Background: an optimization exercise with open tools, aiming at small area, a short achievable clock period and few clock cycles per item. Do not read the settings as production practice. Function was checked by simulation only, so behaviour that the tests miss may differ from the original.

## hme_fsearch
module hme_fsearch (
    input  wire         clk,
    input  wire         rst,
    input  wire         start,
    input  wire [4:0]   grid_rows_m1,    
    input  wire [4:0]   grid_cols_m1,    
    output reg          busy,
    output reg          done,
    output wire         ref_req,
    output wire [8:0]   ref_y,
    output wire [8:0]   ref_x,
    input  wire [127:0] ref_row,
    output wire         tgt_req,
    output wire [8:0]   tgt_y,
    output wire [8:0]   tgt_x,
    input  wire [127:0] tgt_row,
    output reg          res_valid,
    output wire [4:0]   res_mb_row,
    output wire [4:0]   res_mb_col,
    output wire [4:0]   res_dy,
    output wire [4:0]   res_dx,
    output wire [15:0]  res_cost
);
For scale: ~2,300 cells after synthesis, ~280 flip-flops, ~350 I/O pins, about 0.022 mm² of cells after synthesis.
clock: 22.0 ns
lec_check: 0
cap_margin: 20
core_margin: 2
core_utilization: 25
place_density: 0.5
slew_margin: 20
standard.sh (not shown) runs the stock make flow with config.mk's settings and CLKGATE_MAP_FILE= SYNTH_SCRIPT=/design/flow/synth_recipe.tcl, a recipe that flattens the netlist after the stock synthesis.
==> flow/flow/run.sh <==
#!/bin/bash
# The standard layout (the standard.sh, unchanged scripts) with three
# layout choices:
#  - the smallest buffer (buf_1) on the ports instead of the one
#    buffer_ports picks by default;
#  - timing repair aimed at a setup slack of 15.2 ns on the 22 ns clock, so
#    that the resizer sizes up the critical paths (the clock and the
#    constraints are the design's);
#  - clock tree: sinks clustered 30 to a buffer, no dummy loads.
# Each tool's output is in the ORFS logs under orfs/logs; make's own output
# is in standard.log.
set -euo pipefail
cd "$(dirname "$0")/.."
export BUFFER_PORTS_ARGS="-buffer_cell sky130_fd_sc_hd__buf_1"
export SETUP_SLACK_MARGIN=15.6
export CTS_ARGS="-sink_clustering_enable -repair_clock_nets -sink_clustering_size 30 -sink_clustering_max_diameter 80 -dont_use_dummy_load"
bash standard.sh > standard.log 2>&1
Testbench counts at the start, summed over its fixed seeds: cycles 198,758, mbs 298.
==> next run, changes <==
--- a/flow/flow/run.sh
+++ b/flow/flow/run.sh
@@ -5,3 +5,3 @@
 #    buffer_ports picks by default;
-#  - timing repair aimed at a setup slack of 15.2 ns on the 22 ns clock, so
+#  - timing repair aimed at a setup slack of 15.4 ns on the 22 ns clock, so
 #    that the resizer sizes up the critical paths (the clock and the
@@ -14,3 +14,3 @@
 export BUFFER_PORTS_ARGS="-buffer_cell sky130_fd_sc_hd__buf_1"
-export SETUP_SLACK_MARGIN=15.6
+export SETUP_SLACK_MARGIN=15.4
 export CTS_ARGS="-sink_clustering_enable -repair_clock_nets -sink_clustering_size 30 -sink_clustering_max_diameter 80 -dont_use_dummy_load"
=>
- The new run ran to the end with no violations
- sequential share of layout area came out higher by 0.92 points
- non-clock buffer count came out lower by 18
- clock-buffer cell count came out higher by 3
- global-route usage came out lower by 0.20 points
- fmax came out lower by 1.4%
- register-to-register slack degrades by 0.04 ns
- worst setup slack degrades by 0.091 ns
- final area came out lower by 4.2%
- routed wire length came out lower by about 2.2%
- synthesized area does not change
==> next run, changes <==
--- a/flow/flow/run.sh
+++ b/flow/flow/run.sh
@@ -5,3 +5,3 @@
 #    buffer_ports picks by default;
-#  - timing repair aimed at a setup slack of 15.4 ns on the 22 ns clock, so
+#  - timing repair aimed at a setup slack of 15.2 ns on the 22 ns clock, so
 #    that the resizer sizes up the critical paths (the clock and the
@@ -14,3 +14,3 @@
 export BUFFER_PORTS_ARGS="-buffer_cell sky130_fd_sc_hd__buf_1"
-export SETUP_SLACK_MARGIN=15.4
+export SETUP_SLACK_MARGIN=15.2
 export CTS_ARGS="-sink_clustering_enable -repair_clock_nets -sink_clustering_size 30 -sink_clustering_max_diameter 80 -dont_use_dummy_load"
Outcome:
- The new run finished with timing, DRC and antenna clean
- area after synthesis stays the same
- core utilization went down by 0.34 points
- non-clock buffer count decreases by 6
- first-iteration DRC count falls by about 5%
- sequential cell count is unchanged
- setup slack loses 0.21 ns
- wire length came out lower by 1.3%


== v5 ==
hme_fsearch, a different RTL version from the one above (not shown whole).
Size in the first run: ~2300 cells after synthesis, roughly 280 flip-flops, about 350 I/O pins, ~22000 um^2 of cells after synthesis.
export LEC_CHECK = 0
export CAP_MARGIN = 20
export CORE_MARGIN = 2
export CORE_UTILIZATION = 25
export CTS_CLUSTER_DIAMETER = 80
export CTS_CLUSTER_SIZE = 30
export PLACE_DENSITY = 0.5
export SLEW_MARGIN = 20
create_clock -name core_clock -period 22.0 [get_ports {clk}]
==> flow/flow/run.sh <==
#!/bin/bash
# The standard layout, with the smallest buffer (buf_1) on the ports
# instead of the one buffer_ports picks by default.
set -euo pipefail
cd "$(dirname "$0")/.."
export BUFFER_PORTS_ARGS="-buffer_cell sky130_fd_sc_hd__buf_1"
export SETUP_SLACK_MARGIN=15.2
bash standard.sh > standard.log 2>&1
Every stage of the flow completed for v5, and the final layout passed the timing, design-rule and antenna checks.
Testbench counts of v5, summed over its fixed seeds: cycles 198,758, mbs 298.
#### Input delta (v56 over v5)
Settings: CORE_UTILIZATION: 25 -> 45; CTS_CLUSTER_DIAMETER: 80 -> unset; PLACE_DENSITY: 0.5 -> 0.65; CTS_CLUSTER_SIZE: 30 -> unset.
==> flow/flow/run.sh <==
#!/bin/bash
# The standard layout (the standard.sh, unchanged scripts) with three
# layout choices:
#  - the smallest buffer (buf_1) on the ports instead of the one
#    buffer_ports picks by default;
#  - timing repair aimed at a setup slack of 15.2 ns on the 22 ns clock, so
#    that the resizer sizes up the critical paths (the clock and the
#    constraints are the design's);
#  - clock tree: sinks clustered 30 to a buffer, no dummy loads.
# Each tool's output is in the ORFS logs under orfs/logs; make's own output
# is in standard.log.
set -euo pipefail
cd "$(dirname "$0")/.."
export BUFFER_PORTS_ARGS="-buffer_cell sky130_fd_sc_hd__buf_1"
export SETUP_SLACK_MARGIN=15.2
export CTS_ARGS="-sink_clustering_enable -repair_clock_nets -sink_clustering_size 30 -sink_clustering_max_diameter 80 -dont_use_dummy_load"
bash standard.sh > standard.log 2>&1
Results
Met3 track demand over resource in global routing in v56 vs v5: up 1.9 points. Going from v5 to v56, number of clock buffer instances in the layout shrinks by 4. Higher register-to-register setup slack goes to v5 over v56. Compared with v5, the detailed router inserted more vias in v56. v56: global-route wire length before repair is 5.7% lower than what v5 reported.
--- input diff v56..v33 ---
Settings: changing CORE_UTILIZATION from 45 to 25; changing PLACE_DENSITY from 0.65 to 0.5.
[summary]
- v56 has a lower total core area than v33.
- Via count (v33 vs. v56) decreases by a few percent
- Taking v33 as 1.0, v56 lands at 0.75 on die span in x.
#### Input delta (v20 over v33)
Settings: setting CTS_CLUSTER_SIZE to 30 for the first time; setting CTS_CLUSTER_DIAMETER to 80 for the first time.
==> flow/flow/run.sh <==
#!/bin/bash
# The standard layout, with the smallest buffer (buf_1) on the ports
# instead of the one buffer_ports picks by default.
set -euo pipefail
cd "$(dirname "$0")/.."
export BUFFER_PORTS_ARGS="-buffer_cell sky130_fd_sc_hd__buf_1"
export SETUP_SLACK_MARGIN=15.2
export CTS_ARGS="-sink_clustering_enable -repair_clock_nets -sink_clustering_size 30 -sink_clustering_max_diameter 80 -dont_use_dummy_load"
bash standard.sh > standard.log 2>&1
==> comparison <==
Number of storage elements in the synthesis netlist: v20 vs v33 identical. From v33 to v20 the numbers moved as follows: clock sink count now sits at about the same level; die footprint was more or less identical; total of max-cap violations flat. v33 → v20: final area closely matched the old numbers, register clock-pin slew on the reported worst setup and hold paths closely matched the old numbers, worst setup slack closely matched the old numbers.
--- input diff v20..v19 ---
Settings: a deleted CTS_CLUSTER_SIZE that had been 30; a deleted CTS_CLUSTER_DIAMETER that had been 80; an added TNS_END_PERCENT of 5.
==> flow/flow/run.sh <==
#!/bin/bash
# The standard layout (the standard.sh, unchanged scripts) with three
# layout choices:
#  - the smallest buffer (buf_1) on the ports instead of the one
#    buffer_ports picks by default;
#  - timing repair aimed at a setup slack of 15.2 ns on the 22 ns clock, so
#    that the resizer sizes up the critical paths (the clock and the
#    constraints are the design's);
#  - clock tree: sinks clustered 30 to a buffer, no dummy loads.
# Each tool's output is in the ORFS logs under orfs/logs; make's own output
# is in standard.log.
set -euo pipefail
cd "$(dirname "$0")/.."
export BUFFER_PORTS_ARGS="-buffer_cell sky130_fd_sc_hd__buf_1"
export SETUP_SLACK_MARGIN=15.35
export CTS_ARGS="-sink_clustering_enable -repair_clock_nets -sink_clustering_size 30 -sink_clustering_max_diameter 80 -dont_use_dummy_load"
bash standard.sh > standard.log 2>&1
Notes after the runs:
The flow did not stop early for v19: all stages ran, and the layout cleared the timing, design-rule and antenna checks.
Per the comparison of v19 with v20, fmax picked up an extra 0.47%.
Compared with v20, in v19 instance area after placement was more or less identical, met3 wirelength from detailed routing went up by 210 um, area growth from synthesis to final layout went up by 0.44 points, number of standard cells in the layout, taps in and fillers out was more or less identical.

[re-timing with driven ports]
How much do the figures lean on ideal ports? The routed layouts below were timed once more, with nothing changed but the port constraints. Step 1: set_driving_cell puts a clkbuf_16 on clk and a buf_2 on each other input, an assumption about the parent block. Step 2 adds t to the input delays and takes it off the output delays; t is the mean of the earliest and latest rising clock arrival at the registers after step 1. Input paths then give back, and output paths get back, about the clock's delay inside the block. a / b / c = ideal / step 1 / step 2; a / b = the first two.
run	shift t [ns]	setup slack, ns	hold slack, ns	worst setup path at the end	worst slew at a driven data input, ns
the first run of note 1	0.593	15.672 / 15.669 / 15.120	0.272 / 0.272 / 0.272	input to register	0.15
the second run of note 1	0.595	15.581 / 15.554 / 15.016	0.319 / 0.319 / 0.319	input to register	0.09
the third run of note 1	0.612	15.376 / 15.411 / 14.799	0.304 / 0.304 / 0.304	input to register	0.08
v5	0.611	15.368 / 15.405 / 14.794	0.328 / 0.328 / 0.328	input to register	0.08
v56	0.569	15.350 / 15.381 / 14.812	0.288 / 0.288 / 0.288	input to register	0.12
v33	0.590	15.378 / 15.410 / 14.820	0.323 / 0.323 / 0.323	input to register	0.07
v20	0.590	15.378 / 15.410 / 14.820	0.323 / 0.323 / 0.323	input to register	0.07
v19	0.599	15.409 / 15.448 / 14.850	0.317 / 0.317 / 0.317	input to register	0.11
After both steps setup and hold are still met in every run listed. The setup slack of the third run of note 1, which loses most, moves by +0.035 ns with the drivers and by -0.577 ns with both steps.
